Context: an optimization exercise on an open-source flow, tuned for small area, a short achievable clock period and few clock cycles. The choices shown serve that exercise and are no tape-out recipe. Only simulation tests tie the RTL to the original design; equivalence was not proved. No activity file was given, so power comes from the tool's default toggle rates.

Setup of north:
Design lcde, start of the top module:
module lcde (
    input  wire        clk,
    input  wire        rst,           
    input  wire        csr_we,
    input  wire [3:0]  csr_addr,
    input  wire [31:0] csr_wdata,
    output reg  [31:0] csr_rdata,
    output wire [2:0]  status,        
    output reg         pt_req,
    output reg  [16:0] pt_addr,
    input  wire        pt_ack,
    input  wire [31:0] pt_rdata,
    output reg         snk_valid,
    output reg  [1:0]  snk_cmd,
    output reg         cb_req,
    input  wire        cb_ack,
    input  wire [31:0] cb_count,
    output reg         diag
);
Size: roughly 4,200 cells after synthesis, ~160 I/O pins, roughly 39,000 um2 of cells after synthesis.
clock: 10.0 ns
lec_check: 0
cap_margin: 20
core_margin: 2
core_utilization: 40
cts_cluster_diameter: 110
cts_cluster_size: 20
setup_slack_margin: 4
slew_margin: 20
standard.sh (not shown) runs the stock make flow with config.mk's settings and CLKGATE_MAP_FILE= SYNTH_SCRIPT=/design/flow/synth_recipe.tcl, a recipe that flattens the netlist after the stock synthesis.
==> flow/flow/run.sh <==
#!/bin/bash
# The standard layout (standard synthesis, floorplan, power grid, placement, CTS,
# routing), with one change: the buffer placed on every input and output port
# is a sky130_fd_sc_hd__buf_2 instead of the default delay buffer.
set -euo pipefail
bash standard.sh BUFFER_PORTS_ARGS="-buffer_cell sky130_fd_sc_hd__buf_2" finish > standard_flow.log 2>&1
north went all the way through the flow, and no timing, DRC or antenna check failed.
Testbench counts of north, summed over its fixed seeds: cycles 32,668.
--- input diff north..south ---
Settings: SLEW_MARGIN: 20 -> 5; CTS_CLUSTER_SIZE: 20 -> unset; CTS_CLUSTER_DIAMETER: 110 -> unset; CAP_MARGIN: 20 -> 5.
==> notes.md <==
south has completed all stages; timing, DRC and antenna checks passed.
south vs north: number of gates given a new drive strength after cts up by a few percent
Between north and south, the residual DRC count figures differ only marginally.
south gives less relative contribution of combinational cells to total power than north did.
The minimum setup slack after placement reported for south is smaller than that of north by 0.012 ns.
Setup changes, south to east
Settings: CTS_CLUSTER_DIAMETER now 110, previously not set; CTS_CLUSTER_SIZE now 20, previously not set; CORE_UTILIZATION now 50, was 40.
[summary]
- Cell count was lower in the run labelled east.
- Compared with south, east ends up with less cell area.
- Area of the die for east: 20,000 um2 down relative to south
Input-level comparison between west and east:
Settings: clearing CTS_CLUSTER_DIAMETER, which used to be 110; swapping 5 for 20 in CAP_MARGIN; clearing CTS_CLUSTER_SIZE, which used to be 20; swapping 5 for 20 in SLEW_MARGIN.
Findings:
- Run comparison: west end point of the critical path csr_rdata[10]; east end point of the critical path qm_q[27]
- Comparing east and west, the lower data required time at the worst endpoint is on west.
- Net count of the finished layout essentially unchanged between east and west.
- Compared west vs east, and maximum clock skew at final layout is up in west.
- Compared with east, west shows fmax that has gone up slightly.
- west vs east: critical path depth down
Input-level comparison between middle and west:
Settings: CORE_UTILIZATION now 40, was 50; CTS_CLUSTER_SIZE now 20, previously not set; CTS_BUF_LIST now sky130_fd_sc_hd__clkbuf_4 sky130_fd_sc_hd__clkbuf_8, previously not set.
## What came out
Part of the cycle the worst path needs was lower in west than in middle. Compared with west, in middle fraction of final layout cells sized beyond drive strength 1 went up; final standard cell utilization of the core went down.

* * *

== amber ==
Starting RTL as in the previous note.
clock: 10.0 ns
lec_check: 0
cap_margin: 20
core_margin: 2
core_utilization: 40
setup_slack_margin: 4
slew_margin: 20
Scripts as last shown in full above: flow/flow/run.sh
Both conditions hold for amber: the flow ran to the end and the final layout passed the timing, DRC and antenna checks.
Testbench counts of amber, summed over its fixed seeds: cycles 32,668.
## Diff of input files: violet against amber
--- a/flow/config.mk
+++ b/flow/config.mk
@@ -10,0 +11,2 @@
+export CTS_CLUSTER_DIAMETER = 80
+export CTS_CLUSTER_SIZE = 24
### Flow results
- Comparing violet with amber, the met2 wire length came out essentially unchanged.
- Looking at clock network contribution to total cell area, violet sits 1.1 points lower than amber does.
- Re period utilization: violet is 0.16 points up on amber.
- First-pass GRT wire length essentially unchanged between violet and amber.
For zinc, these inputs were changed with respect to violet:
--- a/flow/config.mk
+++ b/flow/config.mk
@@ -11,3 +11 @@
-export CTS_CLUSTER_DIAMETER = 80
-export CTS_CLUSTER_SIZE = 24
-export SETUP_SLACK_MARGIN = 4
+export SETUP_SLACK_MARGIN = 4.5
Findings:
Per the comparison of zinc with violet, data-path buffer share of cell area in the final layout has increased, share of the final layout cell area in sequential cells saw a decrease, worst hold slack level.
Detailed-router iteration count before antenna repair in zinc is 1 below violet.
zinc vs violet, fraction of area in multi-input gates went down by 1.1 points.
zinc ends up with higher area of the multi-input gates than violet does.
Buffering stage count on the worst path with inverters included: lower on violet
The following lists how tundra was set up differently from zinc:
--- a/flow/config.mk
+++ b/flow/config.mk
@@ -8 +8 @@
-export CAP_MARGIN = 20
+export CAP_MARGIN = 5
@@ -11,2 +11,4 @@
-export SETUP_SLACK_MARGIN = 4.5
-export SLEW_MARGIN = 20
+export CTS_CLUSTER_DIAMETER = 110
+export CTS_CLUSTER_SIZE = 20
+export SETUP_SLACK_MARGIN = 4
+export SLEW_MARGIN = 5
## What came out
Compared with zinc, in tundra cell count now smaller; length of routed wiring on met1 held steady; final critical delay including setup and external delays grew by 0.13 ns.

what the ideal ports hide:
Ports are ideal in the flow. The routed layouts listed here were re-timed in OpenROAD.
Step 1 sets driving cells, clkbuf_16 on the clock port and buf_2 on the other inputs (assumed; they add their load-dependent delay and slew).
Step 2 moves the port delays by t, midway between the first and last clock arrival at a register: inputs arrive t later, outputs are due t later. That takes back most of the time a late clock gives input paths.
a / b / c = ideal ports / drivers / drivers and shift; a / b = the first two.
run	t, ns	setup WS [ns]	hold WS [ns]	slew at the worst register clock pin (ns)	pins driven straight from the clock port
north	0.705	4.046 / 4.025 / 4.025	0.499 / 0.499 / 0.499	0.11 / 0.11	1
south	0.704	4.068 / 4.050 / 4.050	0.494 / 0.494 / 0.494	0.07 / 0.07	1
east	0.692	4.029 / 4.029 / 4.029	0.497 / 0.497 / 0.497	0.10 / 0.10	1
west	0.712	4.058 / 4.036 / 4.036	0.493 / 0.493 / 0.493	0.07 / 0.07	1
middle	0.808	4.026 / 4.019 / 4.019	0.496 / 0.496 / 0.496	0.08 / 0.08	1
amber	0.713	4.044 / 4.023 / 4.023	0.492 / 0.492 / 0.492	0.07 / 0.07	1
violet	0.668	4.028 / 4.007 / 4.007	0.499 / 0.499 / 0.499	0.10 / 0.10	1
zinc	0.714	4.196 / 4.196 / 4.196	0.499 / 0.499 / 0.499	0.07 / 0.07	1
tundra	0.706	4.065 / 4.045 / 4.045	0.499 / 0.499 / 0.499	0.10 / 0.10	1
After both steps every run listed still meets setup and hold. The setup slack of west, which loses most, moves by -0.022 ns with the drivers and by -0.022 ns with both steps.
